What follows belongs to an exercise in optimizing a design on an open flow for small area, a short achievable clock period and few clock cycles; a production flow would make more cautious choices.
Function not checked in this run: the RTL went through the layout flow alone.
Power and IR drop assume default switching activity.

===== design/flow/constraint.sdc =====
create_clock -name core_clock -period 80.0 [get_ports {clk}]
set_input_delay 16.0000 -clock core_clock [delete_from_list [all_inputs] [get_ports {clk}]]
set_output_delay 16.0000 -clock core_clock [all_outputs]
set_load 0.01 [all_outputs]

===== design/flow/design.v =====
module tickdeb_s2t (
    input  wire [31:0] q,
    input  wire [9:0]  r,
    input  wire        ovf,
    input  wire        b,
    input  wire [23:0] qh,
    input  wire [9:0]  rh,
    output wire [31:0] q_o,
    output wire [9:0]  r_o,
    output wire        ovf_o
);
    wire [10:0] t   = {r, 1'b0};
    wire        c1  = (t >= 11'd1000);
    wire [10:0] r1  = c1 ? (t - 11'd1000) : t;
    wire [31:0] q1  = {q[30:0], c1};
    wire        ov1 = ovf | q[31];
    wire [10:0] u   = r1 + {1'b0, rh};
    wire        c2  = (u >= 11'd1000);
    wire [10:0] r2  = c2 ? (u - 11'd1000) : u;
    wire [32:0] q2  = {1'b0, q1} + {9'd0, qh} + {32'd0, c2};
    assign q_o   = b ? q2[31:0] : q1;
    assign r_o   = b ? r2[9:0]  : r1[9:0];
    assign ovf_o = b ? (ov1 | q2[32]) : ov1;
endmodule
module tickdeb (
    input  wire         clk,
    input  wire         rst,              
    input  wire [31:0]  cfg_clk_hz,
    input  wire         cfg_policy,       
    input  wire         cfg_map,          
    input  wire         cfg_timer_model,  
    input  wire         cfg_preempt,      
    input  wire [4:0]   cfg_n,
    input  wire [3:0]   cfg_init_stage,
    input  wire [511:0] cfg_dur,          
    input  wire [31:0]  cfg_dur_rel,
    input  wire [31:0]  cfg_dur_held,
    input  wire         in_valid,
    input  wire [63:0]  in_word,
    output wire         in_ready,
    output reg          resp_valid,
    output reg  [1:0]   resp_status,      
    output reg  [31:0]  resp_data         
);
    localparam [1:0] ST_NEXT = 2'd0, ST_FAULT = 2'd1, ST_NOSTEP = 2'd2;
    localparam [2:0] PH_BOOT = 3'd0, PH_STABLE = 3'd1, PH_SETTLING = 3'd2,
                     PH_STALL = 3'd3, PH_RP_DISABLE = 3'd4, PH_RP_LOAD = 3'd5,
                     PH_RP_CLEAR = 3'd6, PH_RP_ENABLE = 3'd7;
    localparam [2:0] F_ILLEGAL_OP = 3'd1, F_SEQUENCE = 3'd2, F_PERIOD_RANGE = 3'd3,
                     F_SPURIOUS_IRQ = 3'd4, F_UNBOUND = 3'd5, F_TIMER_UNCFG = 3'd6,
                     F_CONFIG_INVALID = 3'd7;
    reg         rdy;
    reg         rst_q;
    reg         va;
    reg  [63:0] aw;
    assign in_ready = rdy;
    reg         map_q, pol_q, tm_q, pre_q, hznz_q;
    reg  [4:0]  n_q;
    reg  [3:0]  init_q;
    reg  [3:0]  cnt;
    reg  [31:0] xl;           
    reg  [31:0] y;            
    reg  [1:0]  newp_sel;     
    reg         en, mode, pending, ie, gie, hbound;
    reg  [31:0] tval;
    reg         conf, cand;
    reg  [2:0]  fgph;
    reg  [3:0]  bootix;
    reg  [3:0]  stage;
    reg  [15:0] ntrans;
    reg  [7:0]  dir0, pur0, dir1, pur1;
    reg  [2:0]  fault;
    reg  [7:0]  fopc;
    reg  [23:0] qh;
    reg  [9:0]  rh;
    reg  [3:0]  hcnt;
    reg  [9:0]  cr;
    reg         covf;
    reg         mb;
    reg  [4:0]  bcnt;
    reg  [1:0]  cj;           
    reg         qrdy;
    wire hvalid = (hcnt == 4'd0);
    wire cfg_valid = hznz_q &&
                     (map_q ? !pol_q
                            : (n_q >= 5'd1 && n_q <= 5'd16 && {1'b0, init_q} < n_q));
    wire [31:0] cfgid = {10'd0, 6'd32, 3'd0, (map_q ? 5'd0 : n_q),
                         pre_q, tm_q, map_q, pol_q, 1'b0, 3'd4};
    wire [7:0]  opc = aw[63:56];
    wire [7:0]  fa  = aw[55:48];
    wire [7:0]  fb  = aw[47:40];
    wire [7:0]  fc  = aw[39:32];
    wire [31:0] imm = aw[31:0];
    wire        raw = fa[0];
    wire no_b_c_imm = (fb == 8'd0) && (fc == 8'd0) && (imm == 32'd0);
    wire bare       = (fa == 8'd0) && no_b_c_imm;
    wire is_reset   = (opc == 8'h01) && bare;
    wire is_obs     = (opc == 8'h02) && (fa[7:4] == 4'd0) && no_b_c_imm;
    wire is_cfgp    = (opc == 8'h10) && bare;
    wire is_setrl   = (opc == 8'h11) && (fa == 8'd0) && (fb == 8'd0) && (fc == 8'd0);
    wire is_en      = (opc == 8'h12) && bare;
    wire is_dis     = (opc == 8'h13) && bare;
    wire is_clr     = (opc == 8'h14) && bare;
    wire is_reg     = (opc == 8'h15) && (fa == 8'd1) && no_b_c_imm;
    wire is_ies     = (opc == 8'h16) && bare;
    wire is_gie     = (opc == 8'h17) && bare;
    wire is_gout    = (opc == 8'h20) && (fa[7:1] == 7'd0) && (fc == 8'd0) && (imm == 32'd0);
    wire is_gin     = (opc == 8'h21) && (fa[7:1] == 7'd0) && (fc == 8'd0) && (imm == 32'd0);
    wire is_tick    = (opc == 8'h30) && bare;
    wire is_samp    = (opc == 8'h40) && (fa[7:1] == 7'd0) && no_b_c_imm;
    wire is_rchk    = (opc == 8'h41) && (fa[7:1] == 7'd0) && no_b_c_imm;
    wire is_exp     = (opc == 8'h50) && bare && !tm_q;
    wire is_tclk    = (opc == 8'h51) && bare &&  tm_q;
    wire is_fg  = is_cfgp | is_setrl | is_en | is_dis | is_clr | is_reg | is_ies |
                  is_gie | is_gout | is_gin | is_samp | is_rchk;
    wire is_env = is_exp | is_tclk;
    wire legal  = is_reset | is_obs | is_fg | is_tick | is_env;
    wire irq_req = pending & ie & gie;
    wire [4:0]  stage_inc = {1'b0, stage} + 5'd1;
    wire [3:0]  stage_nx  = (stage_inc == n_q) ? 4'd0 : stage_inc[3:0];
    reg [31:0] boot_hi;
    always @(*) begin
        case (bootix)
            4'd0: boot_hi = 32'h2000_0300;
            4'd1: boot_hi = 32'h2001_0300;
            4'd2: boot_hi = 32'h2101_1000;
            4'd3: boot_hi = 32'h1000_0000;
            4'd4: boot_hi = 32'h1100_0000;
            4'd5: boot_hi = 32'h1501_0000;
            4'd6: boot_hi = 32'h1600_0000;
            4'd7: boot_hi = 32'h1700_0000;
            4'd8: boot_hi = 32'h1200_0000;
            default: boot_hi = 32'hFFFF_FFFF;
        endcase
    end
    wire imm_eq_y = (imm == y);
    wire boot_ok  = (aw[63:32] == boot_hi) && ((bootix == 4'd4) ? imm_eq_y : (imm == 32'd0));
    reg fg_expected;
    always @(*) begin
        case (fgph)
            PH_BOOT:       fg_expected = boot_ok;
            PH_STABLE:     fg_expected = is_samp;
            PH_SETTLING:   fg_expected = is_rchk;
            PH_STALL:      fg_expected = is_samp;
            PH_RP_DISABLE: fg_expected = is_dis;
            PH_RP_LOAD:    fg_expected = is_setrl && imm_eq_y;
            PH_RP_CLEAR:   fg_expected = is_clr;
            default:       fg_expected = is_en;
        endcase
    end
    wire [31:0] xl_m1 = xl - 32'd1;
    reg  [31:0] obs_val;
    always @(*) begin
        case (fa[3:0])
            4'd0:  obs_val = {27'd0, hbound, gie, ie, mode, en};
            4'd1:  obs_val = xl_m1;
            4'd2:  obs_val = {31'd0, pending};
            4'd3:  obs_val = tval;
            4'd4:  obs_val = {28'd0, cnt};
            4'd5:  obs_val = {16'd0, stage, bootix, 1'b0, fgph, 2'b00, cand, conf};
            4'd6:  obs_val = newp_sel[1] ? y : (newp_sel[0] ? xl : 32'd0);
            4'd7:  obs_val = {16'd0, ntrans};
            4'd8:  obs_val = {24'd0, dir0};
            4'd9:  obs_val = {24'd0, pur0};
            4'd10: obs_val = {30'd0, cnt[1:0]};
            4'd11: obs_val = {24'd0, dir1};
            4'd12: obs_val = {24'd0, pur1};
            4'd13: obs_val = {30'd0, cnt[3:2]};
            4'd14: obs_val = {16'd0, fopc, 5'd0, fault};
            default: obs_val = cfgid;
        endcase
    end
    wire        tgt_init = (fgph == PH_BOOT) && (bootix <= 4'd4);
    wire [3:0]  tgt_ix   = tgt_init ? stage : stage_nx;
    wire [31:0] tgt_word = map_q ? (tgt_init ? cfg_dur_rel : cfg_dur_held)
                                 : cfg_dur[{tgt_ix, 5'd0} +: 32];
    wire [4:0]  fetch_ix = (cj == 2'd0) ? 5'd31 : (bcnt - 5'd1);
    wire        fetch_b  = tgt_word[fetch_ix];
    wire [31:0] st_q;
    wire [9:0]  st_r;
    wire        st_ovf;
    tickdeb_s2t u_s2t (.q(y), .r(cr), .ovf(covf), .b(mb), .qh(qh), .rh(rh),
                       .q_o(st_q), .r_o(st_r), .ovf_o(st_ovf));
    wire        y_small  = (y[31:1] == 31'd0);
    wire [31:0] y_clamp  = covf ? 32'hFFFF_FFFF :
                           y_small ? 32'd2 : y;
    reg [23:0] qh_n;
    reg [9:0]  rh_n;
    reg [10:0] ht;
    integer k;
    always @(*) begin
        qh_n = qh;
        rh_n = rh;
        for (k = 0; k < 2; k = k + 1) begin
            ht = {rh_n, qh_n[23]};
            if (ht >= 11'd1000) begin
                rh_n = ht - 11'd1000;
                qh_n = {qh_n[22:0], 1'b1};
            end else begin
                rh_n = ht[9:0];
                qh_n = {qh_n[22:0], 1'b0};
            end
        end
    end
    wire       do_reset = rst_q | (va & is_reset);
    wire [3:0] cnt_inc  = cnt + 4'd1;
    reg  [2:0] fgph_n;
    reg  [3:0] bootix_n;
    reg        conf_n, cand_n, qrdy_n;
    wire       ex_fg = va && (fault == 3'd0) && legal && is_fg &&
                       !(pre_q && irq_req) && fg_expected &&
                       !(is_setrl && imm < 32'd2) && !(is_en && !mode);
    always @(*) begin
        fgph_n   = fgph;
        bootix_n = bootix;
        conf_n   = conf;
        cand_n   = cand;
        qrdy_n   = qrdy;
        if (do_reset) begin
            fgph_n = PH_BOOT; bootix_n = 4'd0; conf_n = 1'b0; cand_n = 1'b0; qrdy_n = 1'b0;
        end else begin
            if (cj == 2'd2) qrdy_n = 1'b1;
            if (ex_fg) begin
                if (is_samp || is_rchk) begin
                    if (fgph == PH_STALL) begin
                        if (raw) begin conf_n = 1'b0; fgph_n = PH_STABLE; end
                    end else if (fgph == PH_STABLE) begin
                        if (!raw != conf) begin cand_n = !raw; fgph_n = PH_SETTLING; end
                    end else begin
                        if (!raw != cand) fgph_n = PH_STABLE;
                        else begin
                            conf_n = cand;
                            fgph_n = (map_q || cand) ? PH_RP_DISABLE : PH_STABLE;
                        end
                    end
                end else begin
                    case (fgph)
                        PH_BOOT: begin
                            bootix_n = bootix + 4'd1;
                            if (bootix == 4'd8) fgph_n = PH_STABLE;
                            if (bootix == 4'd4) qrdy_n = 1'b0;
                        end
                        PH_RP_DISABLE: fgph_n = PH_RP_LOAD;
                        PH_RP_LOAD: begin
                            fgph_n = PH_RP_CLEAR;
                            if (!map_q) qrdy_n = 1'b0;
                        end
                        PH_RP_CLEAR:   fgph_n = PH_RP_ENABLE;
                        PH_RP_ENABLE:  fgph_n = (pol_q && conf) ? PH_STALL : PH_STABLE;
                        default:       fgph_n = fgph;
                    endcase
                end
            end
        end
    end
    wire need_n  = ((fgph_n == PH_BOOT) && (bootix_n == 4'd4)) ||
                   ((fgph_n == PH_SETTLING) && (map_q || cand_n));
    wire reach_b = (fgph_n == PH_BOOT) && (bootix_n == 4'd3) && (in_word[63:60] == 4'h1);
    wire reach_s = (fgph_n == PH_STABLE) && (map_q || !conf_n) && (in_word[63:60] == 4'h4);
    wire block   = !qrdy_n && (need_n || (in_valid && rdy && (reach_b || reach_s)));
    always @(posedge clk) begin
        rst_q  <= rst;
        aw     <= in_word;
        va     <= in_valid & rdy & ~rst;
        rdy    <= rst | ~block;
        map_q  <= cfg_map;
        pol_q  <= cfg_policy;
        tm_q   <= cfg_timer_model;
        pre_q  <= cfg_preempt;
        n_q    <= cfg_n;
        init_q <= cfg_init_stage;
        hznz_q <= (cfg_clk_hz != 32'd0);
        resp_valid  <= va & ~rst;
        resp_status <= ST_NEXT;
        resp_data   <= 32'd0;
        fgph   <= fgph_n;
        bootix <= bootix_n;
        conf   <= conf_n;
        cand   <= cand_n;
        qrdy   <= qrdy_n;
        if (rst_q) begin
            qh   <= cfg_clk_hz[23:0];
            rh   <= {2'b00, cfg_clk_hz[31:24]};
            hcnt <= 4'd12;
        end else if (hcnt != 4'd0) begin
            qh   <= qh_n;
            rh   <= rh_n;
            hcnt <= hcnt - 4'd1;
        end
        if (do_reset) begin
            cj <= 2'd0;
        end else if (!qrdy) begin
            case (cj)
                2'd0: begin
                    y    <= 32'd0;
                    cr   <= 10'd0;
                    covf <= 1'b0;
                    mb   <= fetch_b;
                    bcnt <= 5'd31;
                    cj   <= 2'd1;
                end
                2'd1: begin
                    if (!mb || hvalid) begin
                        y    <= st_q;
                        cr   <= st_r;
                        covf <= st_ovf;
                        mb   <= fetch_b;
                        bcnt <= bcnt - 5'd1;
                        if (bcnt == 5'd0) cj <= 2'd2;
                    end
                end
                default: begin
                    y  <= y_clamp;
                    cj <= 2'd0;
                end
            endcase
        end
        if (do_reset) begin
            cnt      <= 4'd0;
            xl       <= 32'd1;
            newp_sel <= 2'd0;
            en       <= 1'b0;
            mode     <= 1'b0;
            pending  <= 1'b0;
            ie       <= 1'b0;
            gie      <= 1'b0;
            hbound   <= 1'b0;
            tval     <= 32'd0;
            stage    <= cfg_map ? 4'd0 : cfg_init_stage;
            ntrans   <= 16'd0;
            dir0     <= 8'd0;
            pur0     <= 8'd0;
            dir1     <= 8'd0;
            pur1     <= 8'd0;
            fault    <= cfg_valid ? 3'd0 : F_CONFIG_INVALID;
            fopc     <= cfg_valid ? 8'd0 : 8'h01;
        end else if (va) begin
            if (fault != 3'd0) begin
                if (is_obs)
                    resp_data <= obs_val;
                else
                    resp_status <= ST_NOSTEP;
            end else if (!legal) begin
                fault       <= F_ILLEGAL_OP;
                fopc        <= opc;
                resp_status <= ST_FAULT;
            end else if (is_obs) begin
                resp_data <= obs_val;
            end else if (is_fg) begin
                if (pre_q && irq_req) begin
                    resp_status <= ST_NOSTEP;
                end else if (!fg_expected) begin
                    fault       <= F_SEQUENCE;
                    fopc        <= opc;
                    resp_status <= ST_FAULT;
                end else if (is_setrl && imm < 32'd2) begin
                    fault       <= F_PERIOD_RANGE;
                    fopc        <= opc;
                    resp_status <= ST_FAULT;
                end else if (is_en && !mode) begin
                    fault       <= F_TIMER_UNCFG;
                    fopc        <= opc;
                    resp_status <= ST_FAULT;
                end else if (is_samp || is_rchk) begin
                    if (fgph == PH_SETTLING && !raw == cand) begin
                        ntrans <= ntrans + 16'd1;
                        if (map_q || cand) begin
                            newp_sel <= 2'd2;
                            if (!map_q) stage <= stage_nx;
                        end
                    end
                end else begin
                    if (is_cfgp)  mode   <= 1'b1;
                    if (is_setrl) begin
                        xl       <= y;
                        if (fgph == PH_RP_LOAD) begin
                            newp_sel <= 2'd1;
                            if (map_q) y <= xl;
                        end
                    end
                    if (is_en) begin
                        en <= 1'b1;
                        if (tm_q) tval <= xl_m1;
                    end
                    if (is_dis)   en      <= 1'b0;
                    if (is_clr)   pending <= 1'b0;
                    if (is_reg)   hbound  <= 1'b1;
                    if (is_ies)   ie      <= 1'b1;
                    if (is_gie)   gie     <= 1'b1;
                    if (is_gout) begin
                        if (fa[0]) begin
                            dir1 <= dir1 | fb;
                            pur1 <= pur1 & ~fb;
                        end else begin
                            dir0 <= dir0 | fb;
                            pur0 <= pur0 & ~fb;
                        end
                    end
                    if (is_gin) begin
                        if (fa[0]) begin
                            dir1 <= dir1 & ~fb;
                            pur1 <= pur1 | fb;
                        end else begin
                            dir0 <= dir0 & ~fb;
                            pur0 <= pur0 | fb;
                        end
                    end
                end
            end else if (is_tick) begin
                if (!irq_req) begin
                    fault       <= F_SPURIOUS_IRQ;
                    fopc        <= opc;
                    resp_status <= ST_FAULT;
                end else if (!hbound) begin
                    fault       <= F_UNBOUND;
                    fopc        <= opc;
                    resp_status <= ST_FAULT;
                end else begin
                    pending <= 1'b0;
                    cnt     <= cnt_inc;
                end
            end else begin
                if (!(en && mode)) begin
                    resp_status <= ST_NOSTEP;
                end else if (is_exp) begin
                    pending <= 1'b1;
                end else begin
                    if (tval == 32'd0) begin
                        pending <= 1'b1;
                        tval    <= xl_m1;
                    end else begin
                        tval <= tval - 32'd1;
                    end
                end
            end
        end
    end
endmodule

===== design/flow/run.sh =====
#!/bin/bash
# synth_recipe.tcl (not shown) runs the flow's synth.tcl, then flattens the netlist and writes it again
# the make line also repeats each setting of config.mk as NAME=value (left out here)
make -C /OpenROAD-flow-scripts/flow DESIGN_CONFIG=/design/flow/config.mk WORK_HOME=/design/flow/orfs CLKGATE_MAP_FILE= SYNTH_SCRIPT=/design/flow/synth_recipe.tcl finish

===== design/flow/config.mk =====
export PLATFORM = sky130hd
export DESIGN_NAME = tickdeb
export DESIGN_NICKNAME = tickdeb
export VERILOG_FILES = /design/flow/design.v
export SDC_FILE = /design/flow/constraint.sdc
export NUM_CORES = 4
export LEC_CHECK = 0
export CAP_MARGIN = 20
export CORE_MARGIN = 2
export CORE_UTILIZATION = 40
export SLEW_MARGIN = 20

==> key figures <==
Critical path
  • Cell chain of the critical path: clkdlybuf4s50_1, mux2i_1, a221o_1, o22ai_1, a311o_1, a22oi_1, o211ai_1, nand4_1, nor2_1
  • Critical Path RT: 80320 ps
  • Worst r2r src: cr[2]
  • WP data arrival: 18460 ps
  • CP Capture Type: register
  • Bufs and invs on worst path: 1
  • Crit. Startpoint: cfg_dur[42]
  • CP max FO: 2
  • Critical path class: in2reg
  • Critical-path top delay cell: clkdlybuf4s50_1
  • Crit path max-delay family: compound AO/OA/AOI/OAI gates
  • Critical Path Max Stage Delay: 810 ps
  • Startpoint types: input port

Clock tree
  • Worst-Skew Late Latency: 610 ps
  • Root Driver: clkbuf_16
  • # H-tree levels: 2
  • Hold-fix buffers, CTS: 0
  • CTS Buf Count: 41
  • Max Buffers Root-to-Sink: 3
  • Sink Count: 363
  • Postcts setup bufs: 0
  • Clk pin slew, worst setup/hold paths: 60 ps
  • TritonCTS clock tree: yes
  • CTS resizes: 0

Die
  • Chip Height: 260 µm
  • Initial Utilization: 0.405
  • IO Pins: 724
  • Core ar.: 64500 µm²
  • Die ar.: 67400 µm²
  • Die Wd: 260 µm
  • Num rows: 93

Place
  • # port buffers: 723
  • Hpwl dp: 117000 µm
  • Placed insts: 4692
  • Routability Congestion: 1.05

STA
  • Worst Tran Pin Value: 1180 ps
  • Rel. slew slack: 0.192
  • Slew Viols, Final: 0
  • Total negative setup slack: 0 ps
  • RSZ-0062 raised after global routing: no
  • Fmax: 55.1 MHz
  • Fin. Hold Viols: 0
  • Final Skew: 46.3 ps
  • Tcrit/Tclk final: 0.227
  • Final setup fails: 0
  • Fin crit period: 18140 ps

Power
  • Combinational cell fraction of total power: 0.321
  • Tot Pwr: 0.614 mW
  • Pwr/cell area: 17.4 nW/µm²
  • Clock power frac: 0.325
  • Int Pwr: 0.399 mW
  • Max rail drop VDD: 16.6 µV
  • NetSw: 0.215 mW
  • Switching share of power: 0.350
  • Leakage: 13.5 nW
  • Sequential Power Share: 0.353

Finish
  • Fill cell count: 5971
  • Post-route insts no fill: 4807
  • Most common cell after layout, fill and taps aside: clkdlybuf4s50_1
  • Commonest cells after routing, fill and taps aside: clkdlybuf4s50_1 (723), nand2_1 (449), nor2_1 (310), dfxtp_1 (298), mux2i_1 (208)
  • Share of cells above drive strength 1: 0.0613
  • Final nets: 4630
  • Area delta synth->final: 35.3%

Synthesis
  • Synth Register Bits: 363
  • Warnings, synthesis: 1
  • Prevailing post-synth register cell: dfxtp_1
  • Number of synthesized flops with an enable pin: 64
  • Distinct cell type count after synthesis: 105
  • Cell Area, Synth: 26100 µm²
  • Syn nets: 4060
  • Mean post-synth cell area: 7.89 µm²
  • Syn Inst Count: 3310
  • Asr flop ratio synth: 0
  • Seq/Total Area, Yosys: 0.303

Drt
  • Residual DRC count: 0
  • Via count: 30220
  • DRT iter0 DRCs: 3965
  • Initial DRT Pass Iterations: 7
  • Routed wire length: 148000 µm
  • Vias/cell: 6.29
  • Wire length per cell: 30.7 µm
  • Final ANT Viol Nets: 0

Global route
  • Largest net degree at the start of global routing: 136
  • Global-route wire length before repair: 206000 µm
  • Vias in the first global route: 28304
  • Antenna violations before repair: 40
  • Total gr overflow: 0
  • GRT Overall Usage: 0.424

Min path
  • HP Start: dir1[2]
  • HP Class: reg2reg

Outcome
  • Outcome: timing/DRC/antenna clean

Job
  • Max Cap Violations: 0
[registers in the layout, indices dropped and copies added, names as in the netlist, 16 cells and up]
register and cells:
aw 64, resp_data 32, tval 32, xl 32
y 32, qh 24, ntrans 16
[power by group through the flow]
stage	Clock (mW)	Combinational [mW]	Sequential (mW)
finish	0.200	0.197	0.217
global route	0.208	0.210	0.217
CTS	0.201	0.191	0.216
detailed placement	0	0.190	0.219
global placement	0	0.187	0.219
floorplan	0	0.116	0.208
[final timing paths]
check	endpoint	slack, ps	cells past startpoint
worst max-delay path	mb	61860	9
worst min-delay path	dir1[2]	460	1
worst max register to register	y[23]	72270	28
worst min register to register	dir1[2]	460	1
[metal layers]
layer | global-route usage | share of wire
met1 | 0.514 | 0.38
met2 | 0.649 | 0.44
met3 | 0.108 | 0.10
met4 | 0.311 | 0.082
met5 | 0 | 0.000075
[synth_stat cells, types with 19 or more instances]
cell	number	area (µm²)
nand2_1	449	1690
nor2_1	312	1170
dfxtp_1	299	5990
mux2i_1	210	2100
a21oi_1	189	946
o21ai_0	166	831
clkbuf_1	146	548
nand3_1	138	691
nor3_1	93	465
xnor2_1	89	780
a22oi_1	82	616
edfxtp_1	64	1920
inv_1	64	240
buf_2	59	295
ha_1	59	738
nand4_1	55	344
nor4_1	53	332
and2_1	46	288
o211ai_1	44	330
xor2_1	43	377
mux2_2	40	450
a31oi_1	37	231
a221oi_1	34	298
or3_1	34	213
and3_1	32	200
nor2b_1	31	194
a211oi_1	28	210
a22o_1	23	201
buf_1	20	75.1
nand2b_1	20	125
o21ai_1	19	95.1
[per-stage QoR]
step	utilization	hold WS, ps	worst slack (ps)	instance area, µm²
finish	0.548	457	61860	35300
global route	0.548	468	61880	35300
CTS	0.547	456	62160	35200
detailed placement	0.525	439	61560	33800
global placement	0.525	437	61560	33800
floorplan	-	420	62490	26100
[cell families (layout without fill, tap and decap cells)]
family          Yosys count  after routing  share of synthesized area
simple gates           1350           1350                      0.250
flops                   363            363                      0.303
fa+ha+maj                63             63                     0.0309
compound gates          827            827                      0.213
buf+inv                 314            917                     0.0528
mux                     260            260                      0.106
other cells               0             39                          0
xor+xnor                133            133                     0.0451
[cell type report]
class,count,area [µm²],area share
clock buffer,49,1100,0.0310
tap,855,1070,0.0303
timing repair buffer,775,7640,0.216
sequential,363,7910,0.224
clock inverter,27,325,0.00920
inverter,66,248,0.00701
antenna,39,97.6,0.00276
multi-input combinational,2633,17000,0.480

re-timing with driven ports:
The flow's constraints put no driver on any port. The routed layout listed below was extracted and timed again, unchanged, in two steps. Step 1: set_driving_cell puts a clkbuf_16 on clk and a buf_2 on each other input, an assumption about the parent block. Step 2 moves the port delays by t, midway between the first and last clock arrival at a register: inputs arrive t later, outputs are due t later. That takes back most of the time a late clock gives input paths. a / b / c = no drivers / after step 1 / after step 2; a / b = the first two.
t, ns: 0.651
setup slack, ns: 61.859 / 61.897 / 61.246
cell pins on the clock port's net: 1
After both steps setup and hold are still met in this run. The setup slack of this run moves by +0.038 ns with the drivers and by -0.613 ns with both steps.
